This design comes from an exercise in tuning for small area, a short achievable clock period and few clock cycles on the open sky130 flow, not from production work. Where RTL was checked, it was by simulation tests only, not by an equivalence proof against the original. For runs 1 and 2, only the layout was checked, not whether the RTL still works. Power and IR drop assume default switching activity.

$ cat flow/design.v
module subxor (
    input  wire        clk,
    input  wire        rst,
    input  wire        cmd_valid,
    input  wire [63:0] cmd_word,
    output wire        cmd_ready,
    input  wire [7:0]  reg_idx,
    output reg  [63:0] reg_data,
    input  wire        pop,
    output wire [21:0] out_word,
    output wire        busy
);
    localparam LMAX = 8;
    localparam TMAX = 16;
    localparam OQD  = 16;
    localparam OQN  = 24;           
    localparam PH_LOAD = 2'd0, PH_RUN = 2'd1, PH_DONE = 2'd2, PH_ERROR = 2'd3;
    localparam [3:0] E_MALFORMED  = 4'd1,  E_EMPTY_IV  = 4'd2,  E_NON_UTF8   = 4'd3,
                     E_AMBIGUOUS  = 4'd4,  E_RESULT_NS = 4'd5,  E_INPUT_NS   = 4'd6,
                     E_ILLEGAL    = 4'd7,  E_SEQUENCE  = 4'd8,  E_TABLE_FULL = 4'd9,
                     E_IV_LONG    = 4'd10;
    localparam [2:0] S_IDLE = 3'd0, S_SCAN = 3'd1, S_SDEC = 3'd2, S_PAD = 3'd3, S_WAIT = 3'd4;
    localparam [1:0] EC_R = 2'd0, EC_DEC = 2'd1, EC_END = 2'd2, EC_DATA = 2'd3;
    localparam [63:0] W_CLEAR = 64'h1000000000000000,
                      W_DEC   = 64'h4100000000000000,
                      W_END   = 64'h7000000000000000;
    function scalar;
        input [20:0] c;
        begin
            scalar = (c <= 21'h10FFFF) && (c[20:11] != 10'h01B);
        end
    endfunction
    function [4:0] inc_q;
        input [4:0] p;
        begin
            inc_q = (p == OQN - 1) ? 5'd0 : p + 5'd1;
        end
    endfunction
    reg [1:0]  phase;
    reg        mode;
    reg        run_ok;
    reg [3:0]  err;
    reg [3:0]  ivlen;
    reg [4:0]  tcount;
    reg [3:0]  bfill;
    reg [3:0]  npad;
    reg [2:0]  ln;             
    reg [63:0] nin, nblk, nout;
    reg        inc_in;         
    reg        inc_blk;        
    reg [1:0]  ecmd;           
    reg [20:0] errval;         
    reg [3:0]  errpos;         
    reg        epnin;          
    reg [21*LMAX-1:0] fb;
    reg [20:0]        fbn;     
    reg [21*TMAX-1:0] tkey;
    reg [21*TMAX-1:0] tval;
    reg [21*OQN-1:0]  oq;
    reg [4:0]  rd, wr, sp, cnt;
    reg        bad;            
    reg        ecm;            
    reg        found;          
    reg        dirty;          
    reg [2:0]  st;
    reg [3:0]  chk;
    reg [63:0] r_w;            
    reg        rv;             
    reg        r_wf;           
    reg        r_clr;          
    wire idle = (st == S_IDLE);
    wire exec = rv && idle;
    assign busy      = rv || !idle || inc_in || inc_blk;
    assign cmd_ready = !rv || idle;
    wire acc_in = cmd_valid && cmd_ready;
    wire        oq_ne = (cnt != 5'd0) && !(rv && r_clr);
    assign out_word = oq_ne ? {1'b1, oq[rd*21 +: 21]} : 22'd0;
    wire        popf  = pop && oq_ne;
    wire [4:0]  cnt_p = cnt - {4'd0, popf};
    wire [5:0]  cnt_l = {1'b0, cnt_p} + {2'd0, ivlen};
    wire        room  = (cnt_l <= OQD);
    wire [63:0] iw = cmd_word;
    reg in_wf;
    always @(*) begin
        case (iw[63:60])
            4'h0, 4'h1, 4'h6, 4'h7: in_wf = (iw[59:0] == 60'd0);
            4'h2:                   in_wf = (iw[55:42] == 14'd0);
            4'h3, 4'h5:             in_wf = (iw[59:21] == 39'd0);
            4'h4:                   in_wf = (iw[59:57] == 3'd0) && (iw[55:0] == 56'd0);
            default:                in_wf = 1'b0;
        endcase
    end
    always @(posedge clk) begin
        if (rst)
            rv <= 1'b0;
        else if (acc_in) begin
            rv    <= 1'b1;
            r_wf  <= in_wf;
            r_clr <= (iw == W_CLEAR);
        end else if (exec)
            rv <= 1'b0;
    end
    wire [63:0] w  = r_w;
    wire        wf = r_wf;
    wire [3:0]  op = w[63:60];
    wire [20:0] ca = w[20:0];
    wire [20:0] cb = w[41:21];
    wire in_run = (phase == PH_RUN);
    wire scan   = (st == S_SCAN);
    wire pad    = (st == S_PAD);
    wire [20:0] pin = pad ? 21'd0 : ca;
    wire [20:0] kin = in_run ? (fbn ^ pin) : ca;
    reg  [TMAX-1:0] kmatch, vmatch, ssel;
    reg  [20:0]     tsel, tk, vin;
    integer k;
    always @(*) begin
        for (k = 0; k < TMAX; k = k + 1)
            kmatch[k] = (k < tcount) && (tkey[k*21 +: 21] == kin);
        for (k = 0; k < TMAX; k = k + 1)
            ssel[k] = scan ? (chk == k) : kmatch[k];
        tsel = 21'd0;
        for (k = 0; k < TMAX; k = k + 1)
            tsel = tsel | (tval[k*21 +: 21] & {21{ssel[k]}});
        vin = scan ? tsel : (in_run ? pin : cb);
        for (k = 0; k < TMAX; k = k + 1)
            vmatch[k] = (k < tcount) && (tval[k*21 +: 21] == vin) && !(scan && chk == k);
        tk = 21'd0;
        for (k = 0; k < TMAX; k = k + 1)
            tk = tk | (tkey[k*21 +: 21] & {21{vmatch[k]}});
    end
    wire        khit  = |kmatch;
    wire        vhit  = |vmatch;
    wire [20:0] sub   = khit ? tsel : kin;
    wire [20:0] unsub = vhit ? tk : vin;
    wire [20:0] lx    = mode ? (fbn ^ unsub) : kin;    
    wire [20:0] lout  = mode ? lx : sub;               
    wire        lbad  = !scalar(lx);
    wire [20:0] fb_d  = (in_run && !mode) ? sub : ca;  
    wire [2:0]  ln1   = ln + 3'd1;
    wire [20:0] fb_n1 = fb[ln1*21 +: 21];             
    wire [20:0] fb_0  = fb[20:0];
    wire        last  = ({1'b0, bfill} + 5'd1 >= {1'b0, ivlen});
    wire        plast = ({1'b0, ln} + 4'd1 == ivlen);
    wire        dmin  = !found || (vin < errval);
    task clear_state;
        begin
            phase   <= PH_LOAD;
            mode    <= 1'b0;
            run_ok  <= 1'b0;
            ivlen   <= 4'd0;
            tcount  <= 5'd0;
            bfill   <= 4'd0;
            npad    <= 4'd0;
            ln      <= 3'd0;
            nin     <= 64'd0;
            nblk    <= 64'd0;
            nout    <= 64'd0;
            inc_in  <= 1'b0;
            inc_blk <= 1'b0;
            rd      <= 5'd0;
            wr      <= 5'd0;
            sp      <= 5'd0;
            cnt     <= 5'd0;
            bad     <= 1'b0;
            found   <= 1'b0;
            dirty   <= 1'b0;
            st      <= S_IDLE;
        end
    endtask
    reg rz;                    
    task raise;
        input [3:0]  code;
        input [1:0]  word;
        input [20:0] val;
        input [3:0]  pos;
        begin
            phase  <= PH_ERROR;
            err    <= code;
            ecmd   <= word;
            errval <= val;
            errpos <= pos;
            epnin  <= 1'b0;
            if (word == EC_R)
                rz = 1'b1;
        end
    endtask
    task start_run;
        begin
            phase <= PH_RUN;
            bfill <= 4'd0;
            ln    <= 3'd0;
            bad   <= 1'b0;
            fbn   <= fb_0;
        end
    endtask
    always @(posedge clk) begin
        rz = 1'b0;
        if (rst) begin
            clear_state;
        end else begin
            if (popf)
                rd <= inc_q(rd);
            cnt <= cnt_p;
            inc_in  <= 1'b0;
            inc_blk <= 1'b0;
            if (inc_in)
                nin <= nin + 64'd1;
            if (inc_blk) begin
                nblk <= nblk + 64'd1;
                nout <= nout + {60'd0, ivlen};
            end
            case (st)
            S_IDLE: if (rv) begin
                if (phase == PH_ERROR) begin
                    if (r_clr)
                        clear_state;
                end else if (!wf) begin
                    raise(E_ILLEGAL, EC_R, 21'd0, 4'd0);
                end else if (op == 4'h0) begin
                end else if (op == 4'h1) begin
                    clear_state;
                end else if ((op == 4'h2 || op == 4'h3 || op == 4'h4) && phase != PH_LOAD) begin
                    raise(E_SEQUENCE, EC_R, {19'd0, phase}, 4'd0);
                end else if ((op == 4'h5 || op == 4'h6 || op == 4'h7) && phase != PH_RUN) begin
                    raise(E_SEQUENCE, EC_R, {19'd0, phase}, 4'd0);
                end else begin
                    case (op)
                    4'h2: begin  
                        if (w[59:58] != 2'd2 || !w[57] || !w[56])
                            raise(E_MALFORMED, EC_R, {17'd0, w[59:56]}, 4'd0);
                        else if (!scalar(ca))
                            raise(E_INPUT_NS, EC_R, ca, 4'd0);
                        else if (!scalar(cb))
                            raise(E_INPUT_NS, EC_R, cb, 4'd1);
                        else if (khit)
                            dirty <= 1'b1;
                        else if (tcount == TMAX)
                            raise(E_TABLE_FULL, EC_R, ca, 4'd0);
                        else begin
                            tcount <= tcount + 5'd1;
                            if (vhit) begin
                                found <= 1'b1;
                                if (dmin)
                                    errval <= cb;
                            end
                        end
                    end
                    4'h3: begin  
                        if (!scalar(ca))
                            raise(E_INPUT_NS, EC_R, ca, ivlen);
                        else if (ivlen == LMAX)
                            raise(E_IV_LONG, EC_R, ca, ivlen);
                        else begin
                            ln    <= ln + 3'd1;
                            ivlen <= ivlen + 4'd1;
                        end
                    end
                    4'h4: begin  
                        if (ivlen == 4'd0)
                            raise(E_EMPTY_IV, EC_R, 21'd0, 4'd0);
                        else if (w[56] && dirty) begin
                            st    <= S_SCAN;
                            chk   <= 4'd0;
                            found <= 1'b0;
                        end else if (w[56] && found)
                            raise(E_AMBIGUOUS, EC_R, errval, 4'd0);
                        else begin
                            mode <= w[56];
                            start_run;
                        end
                    end
                    4'h5: begin  
                        if (!scalar(ca))
                            raise(E_INPUT_NS, EC_R, ca, bfill);
                        else begin
                            sp <= inc_q(sp);
                            if (!last) begin
                                bfill  <= bfill + 4'd1;
                                ln     <= ln1;
                                fbn    <= fb_n1;
                                inc_in <= 1'b1;
                                if (lbad && !bad) begin
                                    bad    <= 1'b1;
                                    errval <= lx;
                                    errpos <= {1'b0, ln};
                                end
                            end else if (bad)
                                raise(E_RESULT_NS, EC_R, errval, errpos);
                            else if (lbad)
                                raise(E_RESULT_NS, EC_DATA, lx, {1'b0, ln});
                            else begin
                                bfill   <= 4'd0;
                                ln      <= 3'd0;
                                fbn     <= (ln == 3'd0) ? fb_d : fb_0;
                                inc_in  <= 1'b1;
                                inc_blk <= 1'b1;
                                if (room) begin
                                    wr  <= inc_q(sp);
                                    cnt <= cnt_l[4:0];
                                end else
                                    st <= S_WAIT;
                            end
                        end
                    end
                    4'h6: begin  
                        raise(E_NON_UTF8, EC_R, 21'd0, 4'd0);
                        epnin <= 1'b1;
                    end
                    4'h7: begin  
                        if (bfill == 4'd0) begin
                            phase  <= PH_DONE;
                            run_ok <= 1'b1;
                        end else if (bad)
                            raise(E_RESULT_NS, EC_R, errval, errpos);
                        else begin
                            st  <= S_PAD;
                            ecm <= !mode && room;
                            if (!mode && room) begin
                                wr  <= sp;
                                cnt <= cnt_p + {1'b0, bfill};
                            end
                        end
                    end
                    default: ;
                    endcase
                end
            end
            S_SCAN: begin
                if (vhit) begin
                    found <= 1'b1;
                    if (dmin)
                        errval <= vin;
                end
                if ({1'b0, chk} + 5'd1 == tcount) begin
                    st    <= S_SDEC;
                    dirty <= 1'b0;
                end else
                    chk <= chk + 4'd1;
            end
            S_SDEC: begin
                st <= S_IDLE;
                if (found)
                    raise(E_AMBIGUOUS, EC_DEC, errval, 4'd0);
                else begin
                    mode <= 1'b1;
                    start_run;
                end
            end
            S_PAD: begin
                sp  <= inc_q(sp);
                fbn <= fb_n1;
                if (ecm) begin
                    wr  <= inc_q(sp);
                    cnt <= cnt_p + 5'd1;
                end
                if (lbad) begin
                    raise(E_RESULT_NS, EC_END, lx, {1'b0, ln});
                    st <= S_IDLE;
                end else if (plast) begin
                    npad    <= ivlen - bfill;
                    bfill   <= 4'd0;
                    ln      <= 3'd0;
                    inc_blk <= 1'b1;
                    phase   <= PH_DONE;
                    run_ok  <= 1'b1;
                    if (ecm)
                        st <= S_IDLE;
                    else if (room) begin
                        wr  <= inc_q(sp);
                        cnt <= cnt_l[4:0];
                        st  <= S_IDLE;
                    end else
                        st <= S_WAIT;
                end else
                    ln <= ln1;
            end
            S_WAIT: begin
                if (rv && r_clr)
                    st <= S_IDLE;      
                else if (room) begin
                    wr  <= sp;
                    cnt <= cnt_l[4:0];
                    st  <= S_IDLE;
                end
            end
            default: st <= S_IDLE;
            endcase
        end
        if (acc_in && !rz && !(phase == PH_ERROR && !(exec && r_clr)))
            r_w <= iw;
    end
    wire acc    = exec && (phase != PH_ERROR) && wf;
    wire kl_ok  = acc && op == 4'h2 && phase == PH_LOAD && w[59:56] == 4'b1011
                  && scalar(ca) && scalar(cb);
    wire tab_ovr = kl_ok && khit;
    wire tab_app = kl_ok && !khit && (tcount != TMAX);
    wire iv_ok  = acc && op == 4'h3 && phase == PH_LOAD && scalar(ca) && (ivlen != LMAX);
    wire dat_ok = acc && op == 4'h5 && phase == PH_RUN && scalar(ca);
    wire fb_we  = iv_ok || dat_ok;
    wire oq_we  = dat_ok || pad;
    wire cap0   = dat_ok && last && !bad && lbad;
    genvar g;
    generate
        for (g = 0; g < TMAX; g = g + 1) begin : g_tab
            always @(posedge clk) begin
                if ((tab_app && tcount[3:0] == g) || (g == 0 && cap0))
                    tkey[g*21 +: 21] <= ca;
                if ((tab_app && tcount[3:0] == g) || (tab_ovr && kmatch[g]))
                    tval[g*21 +: 21] <= cb;
            end
        end
        for (g = 0; g < LMAX; g = g + 1) begin : g_fb
            always @(posedge clk)
                if (fb_we && ln == g)
                    fb[g*21 +: 21] <= fb_d;
        end
        for (g = 0; g < OQN; g = g + 1) begin : g_oq
            always @(posedge clk)
                if (oq_we && sp == g)
                    oq[g*21 +: 21] <= lout;
        end
    endgenerate
    wire        is_err = (phase == PH_ERROR);
    reg  [63:0] errcmd;
    always @(*) begin
        case (ecmd)
            EC_R:    errcmd = r_w;
            EC_DEC:  errcmd = W_DEC;
            EC_END:  errcmd = W_END;
            default: errcmd = {4'h5, 39'd0, tkey[20:0]};
        endcase
    end
    always @(*) begin
        case (reg_idx)
            8'h00: reg_data = {48'd0, 4'd0, is_err ? err : 4'd0, 4'd0, run_ok, mode, phase};
            8'h01: reg_data = {60'd0, ivlen};
            8'h02: reg_data = {59'd0, tcount};
            8'h03: reg_data = {60'd0, bfill};
            8'h04: reg_data = nin;
            8'h05: reg_data = nblk;
            8'h06: reg_data = nout;
            8'h07: reg_data = {60'd0, npad};
            8'h08: reg_data = is_err ? errcmd : 64'd0;
            8'h09: reg_data = !is_err ? 64'd0 :
                              {epnin ? nin[31:0] : {28'd0, errpos}, 11'd0, errval};
            8'h0A: reg_data = {32'd16, 32'd8};
            8'h0B: reg_data = {59'd0, cnt};
            default: reg_data = 64'd0;
        endcase
    end
endmodule
$ cat flow/config.mk
export PLATFORM = sky130hd
export DESIGN_NAME = subxor
export DESIGN_NICKNAME = subxor
export VERILOG_FILES = /design/flow/design.v
export SDC_FILE = /design/flow/constraint.sdc
export NUM_CORES = 4
export LEC_CHECK = 0
export ABC_CLOCK_PERIOD_IN_PS = 5000
export CAP_MARGIN = 20
export CORE_MARGIN = 2
export CORE_UTILIZATION = 45
export PLACE_DENSITY = 0.6
export SETUP_SLACK_MARGIN = 5
export SLEW_MARGIN = 20
$ cat flow/run.sh
#!/bin/bash
# synth_recipe.tcl (not shown) runs the flow's synth.tcl, then flattens the netlist and writes it again
# the make line also repeats each setting of config.mk as NAME=value (left out here)
make -C /OpenROAD-flow-scripts/flow DESIGN_CONFIG=/design/flow/config.mk WORK_HOME=/design/flow/orfs CLKGATE_MAP_FILE= SYNTH_SCRIPT=/design/flow/synth_recipe.tcl finish
$ cat flow/constraint.sdc
create_clock -name core_clock -period 12.0 [get_ports {clk}]
set_input_delay 2.4000 -clock core_clock [delete_from_list [all_inputs] [get_ports {clk}]]
set_output_delay 2.4000 -clock core_clock [all_outputs]
set_load 0.01 [all_outputs]
==> flow_metrics.py, run 1 <==
metrics = {
    "cts": {
        "clock-sinks": 1708,
        "cts_made_buffers": 185,
        "clockBufferDepth": 3,
        "htreeDepth": 4,
        "cts-root-buf": "clkbuf_16",
        "hold_buffers": 0,
    },
    "logic_synthesis": {
        "ys_types": 115,
        "ys_async_sr_fraction_pct": 0,
        "synth_edf_count": 1468,
        "syn-cell-area_mm2": 0.108,
        "syn-num-nets": 10900,
        "yosysSeqAreaShare_pct": 45.4,
        "ys_ff_latch": 1708,
        "synth_ff_type": "edfxtp_1",
        "yosys_warnings": 1,
        "syn_inst": 10700,
        "syn_area_per_cell_um2": 10.0,
    },
    "place": {
        "routabilityCongestion": 1.44,
        "dp_slack_ns": 1.50,
        "hpwlAfterDp_mm": 664,
        "place_area_mm2": 0.121,
        "io_buffers": 163,
        "placed_cells": 14400,
    },
    "floorplanning": {
        "die_height_um": 493,
        "start_util_pct": 45.3,
        "die_x_um": 493,
        "rows": 179,
        "ios": 164,
    },
    "run_status": {
        "stop_error": "[ERROR GRT-0116] Global routing finished with congestion. Check the congestion regions in the DRC Viewer.",
        "outcome": "stopped before the end",
        "haltStage": "global routing",
    },
    "global_route": {
        "grt_util_all_layers_pct": 82.2,
        "grt_pass1_wl_mm": 1350,
        "grt_pass1_vias": 137000,
        "gr-total-overflow": 182,
        "grt_max_degree": 112,
    },
}
==> kinds of logic after synthesis <==
logic type                 share of synthesized area (%)
and+or+nand+nor                                     19.3
AOI/OAI and AO/OA                                   19.4
DFF                                                 45.4
buffers and inverters                               4.68
muxes                                               7.15
xor gates and xnor gates                            3.27
adders and majority gates                          0.887
==> power groups by stage <==
stage	Clock (mW)	Combinational [mW]	Sequential [mW]
global placement	0	3.66	6.80
floorplan	0	1.81	6.74
detailed placement	0	3.73	6.80
CTS	6.15	4.45	6.63
==> repair_timing <==
action | CTS
endpoints found under the setup margin | 1611
gates resized for setup | 1522
buffers inserted | 544
pin swaps | 253
cloned | 71
==> worst max path at each step <==
| stage | startpoint | end | slack [ns] | depth (start not counted) |
|---|---|---|---|---|
| after global placement | phase[1]$_SDFFE_PP0P_ | npad[3]$_SDFFE_PP0P_ | 0.75 | 31 |
| after CTS | phase[1]$_SDFFE_PP0P_ | errval[7]$_DFFE_PP_ | 3.60 | 39 |
| after detailed placement | phase[1]$_SDFFE_PP0P_ | npad[3]$_SDFFE_PP0P_ | 1.50 | 33 |
| after floorplan | r_w[3]$_DFFE_PP_ | fbn[0]$_DFFE_PP_ | 4.64 | 27 |
==> cell usage after synthesis, drive strengths merged, types with 72 or more instances <==
master | n | area [um2]
a2111oi | 77 | 728
a211oi | 103 | 783
a21oi | 379 | 1900
a221oi | 119 | 1040
a222oi | 73 | 731
a22o | 95 | 832
a22oi | 331 | 2480
and2 | 92 | 576
and3 | 133 | 832
buf | 300 | 1580
clkbuf | 599 | 2250
dfxtp | 240 | 4800
edfxtp | 1468 | 44100
inv | 316 | 1190
mux2 | 79 | 890
mux2i | 239 | 2420
mux4 | 195 | 4390
nand2 | 774 | 2910
nand2b | 180 | 1130
nand3 | 358 | 1800
nand4 | 333 | 2090
nor2 | 834 | 3160
nor2b | 121 | 757
nor3 | 314 | 1660
nor4 | 211 | 1490
o2111ai | 105 | 932
o21ai | 508 | 2540
o221ai | 85 | 744
o22ai | 415 | 2600
o32ai | 72 | 631
or3 | 98 | 613
xnor2 | 191 | 1700
xor2 | 208 | 1820
==> routing by layer <==
layer / GRT overflow / track usage (%)
met1: 7 / 85.0
met2: 66 / 91.3
met3: 12 / 74.0
met4: 94 / 74.5
met5: 3 / 55.9
==> inputs of run 2 (changes only) <==
==> flow/config.mk (replaced) <==
export PLATFORM = sky130hd
export DESIGN_NAME = subxor
export DESIGN_NICKNAME = subxor
export VERILOG_FILES = /design/flow/design.v
export SDC_FILE = /design/flow/constraint.sdc
export NUM_CORES = 4
export LEC_CHECK = 0
export ABC_AREA = 1
export CAP_MARGIN = 20
export CORE_MARGIN = 2
export CORE_UTILIZATION = 33
export PLACE_DENSITY = 0.5
export SETUP_SLACK_MARGIN = 4
export SLEW_MARGIN = 20
==> run 2 against run 1 <==
Net effect:
- the run now finishes clean
- synthesized cell count increased by 8.4%
- area after synthesis decreased by 11%
==> flow_metrics.py, run 2 <==
metrics = {
    "logic_synthesis": {
        "yosysSeqAreaShare_pct": 51.2,
        "syn_inst": 11600,
        "synth_edf_count": 1468,
        "ys_top_cells_by_area": "edfxtp_1, nand2_1, nor2_1",
        "ys_ff_latch": 1708,
        "ys_async_sr_fraction_pct": 0,
        "synth_top_area_cell": "edfxtp_1",
        "syn-num-nets": 11800,
        "synthTopCellsByCount": "nand2_1, nor2_1, edfxtp_1",
        "syn_area_per_cell_um2": 8.20,
        "syn-cell-area_mm2": 0.0954,
        "yosys_warnings": 1,
        "synth.most_common_cell": "nand2_1",
        "synth_ff_type": "edfxtp_1",
        "ys_types": 71,
        "synth_top_area_share_pct": 46.2,
    },
    "cells_and_area": {
        "nets": 12500,
        "top_regs": "oq (504), tkey (336), tval (336)",
        "regMostFlops": "oq",
        "seqCellArea_mm2": 0.0489,
        "final_cell_mix": "nand2_1, edfxtp_1, nor2_1",
        "multiInputGateArea_mm2": 0.0428,
        "postLayoutCellArea_mm2": 0.117,
        "largest_reg_flops": 504,
        "final_common_cell": "nand2_1",
        "areaGrowthSynthToFinish_pct": 22.4,
        "drive_gt1_share_pct": 13.9,
        "n_fill_cell": 29100,
    },
    "place": {
        "routabilityCongestion": 1.10,
        "io_buffers": 163,
        "place_area_mm2": 0.104,
        "hpwlAfterDp_mm": 406,
    },
    "detailed_routing": {
        "ant_nets": 0,
        "wire_per_inst_um": 34.2,
        "drtIter0Drc": 14400,
        "dr_total_vias": 96400,
        "drc_errors": 0,
        "viasPerCell": 5.91,
        "first_pass_iters": 9,
        "wl_mm": 558,
    },
    "setup_path": {
        "endpoint_kind": "flop",
        "critPathMostFrequentCell": "nand2_1",
        "crit_fanout": 16,
        "slowest_stage": "nor4_1",
        "r2r_end": "errpos[0]$_DFFE_PP_",
        "crit_path_start_kind": "flop",
        "r2r_cells": 45,
        "reg2reg_from": "r_w[5]$_DFFE_PP_",
        "path_class": "flop to flop",
        "arrival_ns": 8.75,
        "critical_path.max_stage_delay_ns": 0.49,
        "rrSetupSlack_ns": 3.86,
        "required_ns": 12.60,
    },
    "global_route": {
        "antenna_found_initial": 31,
        "gr-total-overflow": 0,
        "grt_pass1_vias": 87400,
        "grt_util_all_layers_pct": 36.2,
        "grt_pass1_wl_mm": 738,
        "grt_max_degree": 109,
    },
    "hold_path": {
        "hold_end": "npad[0]$_SDFFE_PP0P_",
        "holdCritStartpoint": "npad[0]$_SDFFE_PP0P_",
        "min_path_cells": 2,
        "hold_class": "flop to flop",
    },
    "floorplanning": {
        "die_height_um": 542,
        "dieArea_mm2": 0.293,
        "die_x_um": 542,
        "core_mm2": 0.288,
        "ios": 164,
        "rows": 197,
        "start_util_pct": 33.1,
    },
    "cts": {
        "hold_buffers": 0,
        "cts_tree": "yes",
        "clock-sinks": 1708,
        "clockBufferDepth": 4,
        "clk_pin_slew_ns": 0.06,
        "worstSkewPairLatency_ns": 0.96,
        "cts-root-buf": "clkbuf_16",
        "htreeDepth": 4,
        "cts_made_buffers": 206,
    },
    "pwr": {
        "switching_share_pct": 40.8,
        "ir_worst_vdd_v": 0.000140,
        "p_leak_nw": 46.0,
        "pwr-share-clk_pct": 30.5,
        "p_comb_share_pct": 36.5,
        "power_density_mw_per_mm2": 180,
        "internal-power_mw": 12.4,
        "seqPwrFrac_pct": 33.1,
        "switching_power_mw": 8.56,
    },
    "timing": {
        "post-route-period-util_pct": 67.9,
        "max_slew_margin_pct": 20.9,
        "setup_viol": 0,
        "fmax_mhz": 123,
        "slew_viol_final": 0,
        "hold_viol_final": 0,
        "tns_ns": 0,
        "min_period_ns": 8.14,
        "tightest_slew_ns": 1.17,
        "rsz0062_at_grt": "yes",
        "finClkSkew_ns": 0.114,
    },
    "run_status": {
        "outcome": "complete, no violations",
    },
    "flow_run": {
        "cap_violations": 0,
    },
}
==> run 2: cell types whose count changed after synthesis, moves of 176 or more <==
cell / change
nand2_1: +2305
clkbuf_1: -294
inv_1: +880
mux2i_1: -231
nor2_1: +689
a22oi_1: -327
mux4_2: -195
o21ai_0: +364
nand2b_1: -176
==> run 2: area by class of cell <==
type                    instances  share of cell area [%]
diodes                         20                  0.0429
multi-input cells            8252                    36.6
clock inverters               121                    1.07
well taps                    3781                    4.05
flip-flops and latches       1708                    41.9
inverters                    1227                    4.03
repair inverters                2                  0.0150
clock buffers                 255                    4.66
repair buffers                944                    7.60
==> run 2: worst max-delay path, delay by kind of cell (launching register included) <==
family                 cells  cell delay, ns
DFF                        1            0.32
buffers and inverters      8            1.78
and+or+nand+nor           37            5.65
==> run 2: routing by layer <==
| metal | GRT usage (%) | share of wire (%) | up-vias |
|---|---|---|---|
| met3 | 7.89 | 11 | 1512 |
| met2 | 55.1 | 43 | 6464 |
| met1 | 47.4 | 39 | 47200 |
| li1 | - | - | 41200 |
| met5 | 0 | 0.025 | - |
| met4 | 20.7 | 7.4 | 20 |
==> run 2: worst max-delay path by stage <==
| stage | slack [ns] | to | startpoint | depth (start not counted) |
|---|---|---|---|---|
| 2_1_floorplan | 4.67 | reg_data[56] | reg_idx[5] | 10 |
| 3_3_place_gp | 0.09 | errval[10]$_DFFE_PP_ | phase[1]$_SDFFE_PP0P_ | 40 |
| 3_5_place_dp | 1.07 | reg_data[43] | reg_idx[5] | 12 |
| 4_1_cts | 3.97 | reg_data[27] | reg_idx[6] | 10 |
| 5_1_grt | 3.90 | errval[4]$_DFFE_PP_ | phase[0]$_SDFFE_PP0P_ | 53 |
| 6_report | 3.86 | errpos[0]$_DFFE_PP_ | r_w[5]$_DFFE_PP_ | 45 |
==> run 2: per-stage QoR <==
step	worst slack (ns)	hold WS [ns]	power, mW	util, %	instances
detailed placement	1.07	0.449	13.6	36.0	15600
CTS	3.97	0.457	20.3	39.5	16100
finish	3.86	0.461	21.0	40.6	16300
floorplan	4.67	0.422	10.5	-	11600
global placement	0.0853	0.435	13.6	36.0	15600
global route	3.90	0.486	21.5	40.5	16300
==> run 2: power by group through the flow <==
stage | clock (mW) | sequential [mW] | combinational [mW]
3_5_place_dp | 0 | 7.08 | 6.49
3_3_place_gp | 0 | 7.08 | 6.49
2_1_floorplan | 0 | 7.02 | 3.44
6_report | 6.39 | 6.95 | 7.65
5_1_grt | 6.65 | 6.95 | 7.87
4_1_cts | 6.45 | 6.94 | 6.95
==> run 2: logic make-up (layout without fill, tap and decap cells) <==
family | after synthesis | in the layout | synth area share (%)
adder cells (fa/ha/maj) | 74 | 74 | 1.00
buffers and inverters | 1702 | 2549 | 7.19
flip-flops | 1708 | 1708 | 51.2
multiplexers | 4 | 4 | 0.0420
other | 0 | 20 | 0
AO/OA/AOI/OAI | 2070 | 2070 | 12.6
XOR/XNOR | 62 | 62 | 0.569
AND/OR/NAND/NOR | 6018 | 6042 | 27.4
==> run 2: what timing repair did <==
| action | in CTS | in global routing |
|---|---|---|
| gates resized for setup | 394 | 305 |
| setup endpoints to repair | 693 | 252 |
| setup buffers | 152 | 155 |
| gates cloned | 18 | 17 |
| pin swaps | 63 | 107 |
==> inputs of run 3 (changes only) <==
--- a/flow/design.v
+++ b/flow/design.v
@@ -19,7 +19,8 @@
                      E_AMBIGUOUS  = 4'd4,  E_RESULT_NS = 4'd5,  E_INPUT_NS   = 4'd6,
                      E_ILLEGAL    = 4'd7,  E_SEQUENCE  = 4'd8,  E_TABLE_FULL = 4'd9,
                      E_IV_LONG    = 4'd10;
-    localparam [2:0] S_IDLE = 3'd0, S_SCAN = 3'd1, S_SDEC = 3'd2, S_PAD = 3'd3, S_WAIT = 3'd4;
+    localparam [2:0] S_IDLE = 3'd0, S_SCAN = 3'd1, S_SDEC = 3'd2, S_PAD = 3'd3, S_WAIT = 3'd4,
+                     S_SCMP = 3'd5, S_SCHK = 3'd6;
     localparam [1:0] EC_R = 2'd0, EC_DEC = 2'd1, EC_END = 2'd2, EC_DATA = 2'd3;
     localparam [63:0] W_CLEAR = 64'h1000000000000000,
                       W_DEC   = 64'h4100000000000000,
@@ -64,6 +65,8 @@
     reg        dirty;          
     reg [2:0]  st;
     reg [3:0]  chk;
+    reg [TMAX-1:0] km_r, vm_r;
+    reg            kh_r, vh_r;
     reg [63:0] r_w;            
     reg        rv;             
     reg        r_wf;           
@@ -71,7 +74,9 @@
     wire idle = (st == S_IDLE);
     wire exec = rv && idle;
     assign busy      = rv || !idle || inc_in || inc_blk;
-    assign cmd_ready = !rv || idle;
+    wire l1enc = (phase == PH_RUN) && !mode && (ivlen == 4'd1);
+    wire scanning = (st == S_SCAN) || (st == S_SCMP) || (st == S_SCHK) || (st == S_SDEC);
+    assign cmd_ready = idle ? (!rv || !l1enc) : (!rv && !scanning);
     wire acc_in = cmd_valid && cmd_ready;
     wire        oq_ne = (cnt != 5'd0) && !(rv && r_clr);
     assign out_word = oq_ne ? {1'b1, oq[rd*21 +: 21]} : 22'd0;
@@ -107,41 +112,65 @@
     wire [20:0] cb = w[41:21];
     wire in_run = (phase == PH_RUN);
     wire scan   = (st == S_SCAN);
+    wire scmp   = (st == S_SCMP);
     wire pad    = (st == S_PAD);
-    wire [20:0] pin = pad ? 21'd0 : ca;
-    wire [20:0] kin = in_run ? (fbn ^ pin) : ca;
+    wire [2:0]  ln1   = ln + 3'd1;
+    wire [20:0] fb_n1 = fb[ln1*21 +: 21];             
+    wire [20:0] fb_0  = fb[20:0];
+    wire        last  = ({1'b0, bfill} + 5'd1 >= {1'b0, ivlen});
+    wire ex_start = exec && wf && op == 4'h4 && phase == PH_LOAD;
+    wire ex_dat   = exec && wf && op == 4'h5 && phase == PH_RUN && scalar(ca);
+    wire ex_pad   = exec && wf && op == 4'h7 && phase == PH_RUN && bfill != 4'd0 && !bad;
+    wire ex_app   = exec && wf && op == 4'h2 && phase == PH_LOAD && w[59:56] == 4'b1011
+                    && scalar(ca) && scalar(cb) && !kh_r && (tcount != TMAX);
+    wire ex_clr   = exec && r_clr;
+    wire pad_cam  = ex_pad || pad;
+    wire run_nx   = in_run || ex_start;           
+    wire [20:0] fbp    = ex_start ? fb_0 : ex_dat ? (last ? fb_0 : fb_n1) : fbn;
+    wire        enc_nx = ex_start ? !w[56] : !mode;
+    wire [20:0] ia     = cmd_word[20:0];
+    wire [20:0] ib     = cmd_word[41:21];
+    wire [20:0] kin_c  = pad_cam ? (pad ? fb_n1 : fbn) : (ia ^ ((run_nx && enc_nx) ? fbp : 21'd0));
+    wire        sdec   = (st == S_SDEC);
+    wire [20:0] vin_c  = pad_cam ? 21'd0 : scmp ? fbn : sdec ? ca : run_nx ? ia : ib;
     reg  [TMAX-1:0] kmatch, vmatch, ssel;
-    reg  [20:0]     tsel, tk, vin;
+    reg  [20:0]     tsel, tk;
     integer k;
     always @(*) begin
         for (k = 0; k < TMAX; k = k + 1)
-            kmatch[k] = (k < tcount) && (tkey[k*21 +: 21] == kin);
+            kmatch[k] = (k < tcount) && (tkey[k*21 +: 21] == kin_c);
+        for (k = 0; k < TMAX; k = k + 1)
+            vmatch[k] = (k < tcount) && (tval[k*21 +: 21] == vin_c) && !(scmp && chk == k);
         for (k = 0; k < TMAX; k = k + 1)
-            ssel[k] = scan ? (chk == k) : kmatch[k];
+            ssel[k] = scan ? (chk == k) : km_r[k];
         tsel = 21'd0;
         for (k = 0; k < TMAX; k = k + 1)
             tsel = tsel | (tval[k*21 +: 21] & {21{ssel[k]}});
-        vin = scan ? tsel : (in_run ? pin : cb);
-        for (k = 0; k < TMAX; k = k + 1)
-            vmatch[k] = (k < tcount) && (tval[k*21 +: 21] == vin) && !(scan && chk == k);
         tk = 21'd0;
         for (k = 0; k < TMAX; k = k + 1)
-            tk = tk | (tkey[k*21 +: 21] & {21{vmatch[k]}});
+            tk = tk | (tkey[k*21 +: 21] & {21{vm_r[k]}});
     end
-    wire        khit  = |kmatch;
-    wire        vhit  = |vmatch;
-    wire [20:0] sub   = khit ? tsel : kin;
-    wire [20:0] unsub = vhit ? tk : vin;
+    wire            app_k = ex_app && (ia == ca);     
+    wire            app_v = ex_app && (ib == cb);     
+    wire [TMAX-1:0] app_m = app_k ? (16'd1 << tcount[3:0]) : 16'd0;
+    always @(posedge clk)
+        if (pad_cam || scmp || sdec || acc_in) begin
+            km_r <= ex_clr ? 16'd0 : (kmatch | app_m);
+            kh_r <= !ex_clr && ((|kmatch) || app_k);
+            vm_r <= ex_clr ? 16'd0 : vmatch;
+            vh_r <= !ex_clr && ((|vmatch) || app_v);
+        end
+    wire [20:0] pin   = pad ? 21'd0 : ca;
+    wire [20:0] kin   = fbn ^ pin;
+    wire [20:0] sub   = kh_r ? tsel : kin;
+    wire [20:0] unsub = vh_r ? tk : pin;
     wire [20:0] lx    = mode ? (fbn ^ unsub) : kin;    
     wire [20:0] lout  = mode ? lx : sub;               
     wire        lbad  = !scalar(lx);
     wire [20:0] fb_d  = (in_run && !mode) ? sub : ca;  
-    wire [2:0]  ln1   = ln + 3'd1;
-    wire [20:0] fb_n1 = fb[ln1*21 +: 21];             
-    wire [20:0] fb_0  = fb[20:0];
-    wire        last  = ({1'b0, bfill} + 5'd1 >= {1'b0, ivlen});
     wire        plast = ({1'b0, ln} + 4'd1 == ivlen);
-    wire        dmin  = !found || (vin < errval);
+    wire        dmin  = !found || (cb < errval);
+    wire        smin  = !found || (fbn < errval);
     task clear_state;
         begin
             phase   <= PH_LOAD;
@@ -232,13 +261,13 @@
                             raise(E_INPUT_NS, EC_R, ca, 4'd0);
                         else if (!scalar(cb))
                             raise(E_INPUT_NS, EC_R, cb, 4'd1);
-                        else if (khit)
+                        else if (kh_r)
                             dirty <= 1'b1;
                         else if (tcount == TMAX)
                             raise(E_TABLE_FULL, EC_R, ca, 4'd0);
                         else begin
                             tcount <= tcount + 5'd1;
-                            if (vhit) begin
+                            if (vh_r) begin
                                 found <= 1'b1;
                                 if (dmin)
                                     errval <= cb;
@@ -250,10 +279,8 @@
                             raise(E_INPUT_NS, EC_R, ca, ivlen);
                         else if (ivlen == LMAX)
                             raise(E_IV_LONG, EC_R, ca, ivlen);
-                        else begin
-                            ln    <= ln + 3'd1;
+                        else
                             ivlen <= ivlen + 4'd1;
-                        end
                     end
                     4'h4: begin  
                         if (ivlen == 4'd0)
@@ -326,16 +353,23 @@
                 end
             end
             S_SCAN: begin
-                if (vhit) begin
+                fbn <= tsel;           
+                st  <= S_SCMP;
+            end
+            S_SCMP: st <= S_SCHK;      
+            S_SCHK: begin
+                if (vh_r) begin
                     found <= 1'b1;
-                    if (dmin)
-                        errval <= vin;
+                    if (smin)
+                        errval <= fbn;
                 end
                 if ({1'b0, chk} + 5'd1 == tcount) begin
                     st    <= S_SDEC;
                     dirty <= 1'b0;
-                end else
+                end else begin
                     chk <= chk + 4'd1;
+                    st  <= S_SCAN;
+                end
             end
             S_SDEC: begin
                 st <= S_IDLE;
@@ -392,11 +426,10 @@
     wire acc    = exec && (phase != PH_ERROR) && wf;
     wire kl_ok  = acc && op == 4'h2 && phase == PH_LOAD && w[59:56] == 4'b1011
                   && scalar(ca) && scalar(cb);
-    wire tab_ovr = kl_ok && khit;
-    wire tab_app = kl_ok && !khit && (tcount != TMAX);
+    wire tab_ovr = kl_ok && kh_r;
+    wire tab_app = kl_ok && !kh_r && (tcount != TMAX);
     wire iv_ok  = acc && op == 4'h3 && phase == PH_LOAD && scalar(ca) && (ivlen != LMAX);
     wire dat_ok = acc && op == 4'h5 && phase == PH_RUN && scalar(ca);
-    wire fb_we  = iv_ok || dat_ok;
     wire oq_we  = dat_ok || pad;
     wire cap0   = dat_ok && last && !bad && lbad;
     genvar g;
@@ -405,13 +438,13 @@
             always @(posedge clk) begin
                 if ((tab_app && tcount[3:0] == g) || (g == 0 && cap0))
                     tkey[g*21 +: 21] <= ca;
-                if ((tab_app && tcount[3:0] == g) || (tab_ovr && kmatch[g]))
+                if ((tab_app && tcount[3:0] == g) || (tab_ovr && km_r[g]))
                     tval[g*21 +: 21] <= cb;
             end
         end
         for (g = 0; g < LMAX; g = g + 1) begin : g_fb
             always @(posedge clk)
-                if (fb_we && ln == g)
+                if ((iv_ok && ivlen[2:0] == g) || (dat_ok && ln == g))
                     fb[g*21 +: 21] <= fb_d;
         end
         for (g = 0; g < OQN; g = g + 1) begin : g_oq
==> flow/config.mk (replaced) <==
export PLATFORM = sky130hd
export DESIGN_NAME = subxor
export DESIGN_NICKNAME = subxor
export VERILOG_FILES = /design/flow/design.v
export SDC_FILE = /design/flow/constraint.sdc
export NUM_CORES = 4
export LEC_CHECK = 0
export CAP_MARGIN = 20
export CORE_MARGIN = 2
export CORE_UTILIZATION = 35
export PLACE_DENSITY = 0.5
export SETUP_SLACK_MARGIN = 5
export SLEW_MARGIN = 20
==> run 3 against run 2 <==
Net effect:
- total power shrank 29%
- clock-buffer cell count decreased by 12
- final cell count shrank 34%
- critical path depth fell by 32
- largest cell class unchanged
- core utilization is 0.27 points higher
- global-route usage fell by 5.6 points
- cell area decreased by 13%
- clock power down 5.2%
- setup slack improved by 0.87 ns
- critical endpoint is now reg_data[37]
- register-to-register slack improved by 1.3 ns
- first-iteration DRC count down 23%
==> flow_metrics.py, run 3 <==
metrics = {
    "cells_and_area": {
        "areaGrowthSynthToFinish_pct": 15.7,
        "top_regs": "oq (504), tkey (336), tval (336)",
        "postLayoutCellArea_mm2": 0.102,
        "drive_gt1_share_pct": 15.9,
        "regMostFlops": "oq",
        "final_cell_mix": "edfxtp_1, nor2_1, xor2_1",
        "nets": 7479,
        "multiInputGateArea_mm2": 0.0364,
        "utilization_pct": 40.8,
        "largest_reg_flops": 504,
        "seqCellArea_mm2": 0.0499,
        "final_common_cell": "edfxtp_1",
        "n_fill_cell": 23600,
    },
    "timing": {
        "setup_ws_ns": 4.72,
        "fmax_mhz": 137,
        "min_period_ns": 7.28,
        "finClkSkew_ns": 0.0769,
        "slew_viol_final": 0,
        "tns_ns": 0,
        "setup_viol": 0,
        "tightest_slew_ns": 1.30,
        "hold_viol_final": 0,
        "rsz0062_at_grt": "yes",
        "post-route-period-util_pct": 60.6,
        "max_slew_margin_pct": 12.4,
    },
    "detailed_routing": {
        "viasPerCell": 6.34,
        "first_pass_iters": 8,
        "wire_per_inst_um": 37.4,
        "drtIter0Drc": 11100,
        "dr_total_vias": 68600,
        "wl_mm": 404,
        "ant_nets": 0,
        "drc_errors": 0,
    },
    "logic_synthesis": {
        "syn-num-nets": 7237,
        "syn-cell-area_mm2": 0.0879,
        "synth.most_common_cell": "edfxtp_1",
        "syn_area_per_cell_um2": 12.4,
        "ys_types": 110,
        "ys_top_cells_by_area": "edfxtp_1, dfxtp_1, xor2_1",
        "synth_edf_count": 1502,
        "yosysSeqAreaShare_pct": 56.8,
        "synth_top_area_cell": "edfxtp_1",
        "syn_inst": 7061,
        "synthTopCellsByCount": "edfxtp_1, nor2_1, xor2_1",
        "ys_async_sr_fraction_pct": 0,
        "ys_ff_latch": 1742,
        "synth_compound_gate_area_share_pct": 11.6,
        "synth_ff_type": "edfxtp_1",
        "synth_fa_ha_area_share_pct": 1.46,
        "synth-xor-area-share_pct": 9.15,
        "synth_top_area_share_pct": 51.3,
        "synthMuxAreaShare_pct": 7.82,
        "synthSimpleGateAreaFrac_pct": 10.4,
        "synth_top_family_by_area": "compound AO/OA/AOI/OAI gates",
        "yosys_warnings": 1,
    },
    "floorplanning": {
        "die_x_um": 505,
        "die_height_um": 505,
        "rows": 183,
        "core_mm2": 0.249,
        "ios": 164,
        "dieArea_mm2": 0.255,
        "start_util_pct": 35.3,
    },
    "cts": {
        "cts_made_buffers": 196,
        "clockBufferDepth": 3,
        "cts_tree": "yes",
        "cts-root-buf": "clkbuf_16",
        "hold_buffers": 0,
        "htreeDepth": 4,
        "clock-sinks": 1742,
        "worstSkewPairLatency_ns": 0.90,
        "clk_pin_slew_ns": 0.06,
    },
    "place": {
        "hpwlAfterDp_mm": 283,
        "place_area_mm2": 0.0942,
        "dp_slack_ns": 3.00,
        "io_buffers": 163,
        "routabilityCongestion": 1.01,
    },
    "setup_path": {
        "endpoint_kind": "primary output",
        "rrSetupSlack_ns": 5.13,
        "crit_path_start_kind": "input port",
        "arrival_ns": 4.88,
        "path_class": "input port to primary output",
        "required_ns": 9.60,
        "crit_fanout": 5,
    },
    "global_route": {
        "grt_max_degree": 99,
        "grt_util_all_layers_pct": 30.6,
        "grt_pass1_wl_mm": 546,
        "gr-total-overflow": 0,
        "grt_pass1_vias": 63900,
        "antenna_found_initial": 48,
    },
    "hold_path": {
        "hold_class": "flop to flop",
    },
    "pwr": {
        "power_density_mw_per_mm2": 146,
        "ir_worst_vdd_v": 0.000144,
        "power_mw": 14.9,
        "p_leak_nw": 33.4,
    },
    "run_status": {
        "outcome": "complete, no violations",
    },
    "flow_run": {
        "cap_violations": 0,
    },
}
[run 3: cell count changes after synthesis, moves of 294 or more]
| cell | change |
|---|---|
| nand2_1 | -2733 |
| nand3_1 | -294 |
| o21ai_0 | -630 |
| inv_1 | -1098 |
| xnor2_1 | +363 |
| xor2_1 | +493 |
| nor2_1 | -914 |
[run 3: final cells by class]
class	instances	area share, %
flip-flops and latches	1742	49.1
multi-input cells	4750	35.8
clock buffers	243	5.08
repair buffers	514	4.25
well taps	3330	4.10
clock inverters	118	1.22
inverters	99	0.365
diodes	26	0.0640
[run 3: layer usage]
layer / vias up / track usage (%) / share of wire, %
met5: - / 0 / 0.048
met2: 4894 / 43.4 / 41
li1: 27700 / - / -
met1: 35100 / 42.6 / 41
met3: 928 / 9.66 / 13
met4: 28 / 13.8 / 5.2
[run 3: logic make-up after synthesis]
| logic type | Yosys count |
|---|---|
| buf+inv | 578 |
| fa+ha+maj | 100 |
| xor+xnor | 918 |
| flops | 1742 |
| simple gates | 1840 |
| compound gates | 1445 |
| mux | 438 |
[run 3: report_power, final]
group	switching [mW]	leakage [nW]	internal (mW)
clock	2.68	3.09	3.39
sequential	0.0870	15.5	6.63
combinational	1.30	14.8	0.800
[run 3: final timing paths]
| kind | startpoint | end | cells after the start |
|---|---|---|---|
| max | reg_idx[4] | reg_data[37] | 13 |
| min | npad[2]$_SDFFE_PP0P_ | npad[2]$_SDFFE_PP0P_ | 2 |
| max reg2reg | r_w[16]$_DFFE_PP_ | kh_r$_DFFE_PP_ | 16 |
| min reg2reg | npad[2]$_SDFFE_PP0P_ | npad[2]$_SDFFE_PP0P_ | 2 |
[run 3: through the flow]
stage / std cells / hold slack, ns
6_report: 10800 / 0.475
5_1_grt: 10800 / 0.496
4_1_cts: 10800 / 0.472
3_5_place_dp: 10400 / 0.464
3_3_place_gp: 10400 / 0.457
2_1_floorplan: 7061 / 0.428
[run 3: critical path, stage by stage]
cell and delay, ns:
buf_6 0.09, or4_4 0.53, or3_4 0.38, nor3_4 0.29
nand2_8 0.14, buf_12 0.18, buf_6 0.11, nor2_4 0.14
buf_12 0.16, buf_6 0.10, a22oi_1 0.09, o21ai_0 0.10
buf_2 0.16
[run 3: what timing repair did]
| item | 4_1_cts | 5_1_grt |
|---|---|---|
| resized for setup | 402 | 50 |
| gates cloned | 11 | 2 |
| pin swaps | 45 | 30 |
| setup endpoints to repair | 86 | 68 |
| endpoints found under the hold margin | 0 | 0 |
| buffers inserted | 43 | 10 |
Testbench counts of run 3, summed over its fixed seeds: cycles 13,740.

## afterwards: timing with drivers on the ports
How much do the figures lean on ideal ports? The routed layouts below were timed once more, with nothing changed but the port constraints.
Step 1 sets driving cells, clkbuf_16 on the clock port and buf_2 on the other inputs (assumed; they add their load-dependent delay and slew).
Step 2 also shifts input and output timing later by t, the mid clock arrival at the registers, as if the neighbouring blocks saw the same clock.
Three values: ideal ports, drivers, drivers and shift; two values: the first two.
run | t (ns) | setup WS [ns] | worst hold slack (ns) | slew at the worst register clock pin (ns) | worst data-port slew with drivers (ns)
run 2 | 1.026 | 3.856 / 3.856 / 3.856 | 0.461 / 0.461 / 0.461 | 0.07 / 0.07 | 0.07
run 3 | 0.966 | 4.723 / 4.690 / 4.333 | 0.475 / 0.475 / 0.475 | 0.07 / 0.07 | 0.09
After both steps every run listed still meets setup and hold. For run 3, which loses most, drivers alone change the setup slack by -0.033 ns; drivers and shift together by -0.390 ns.
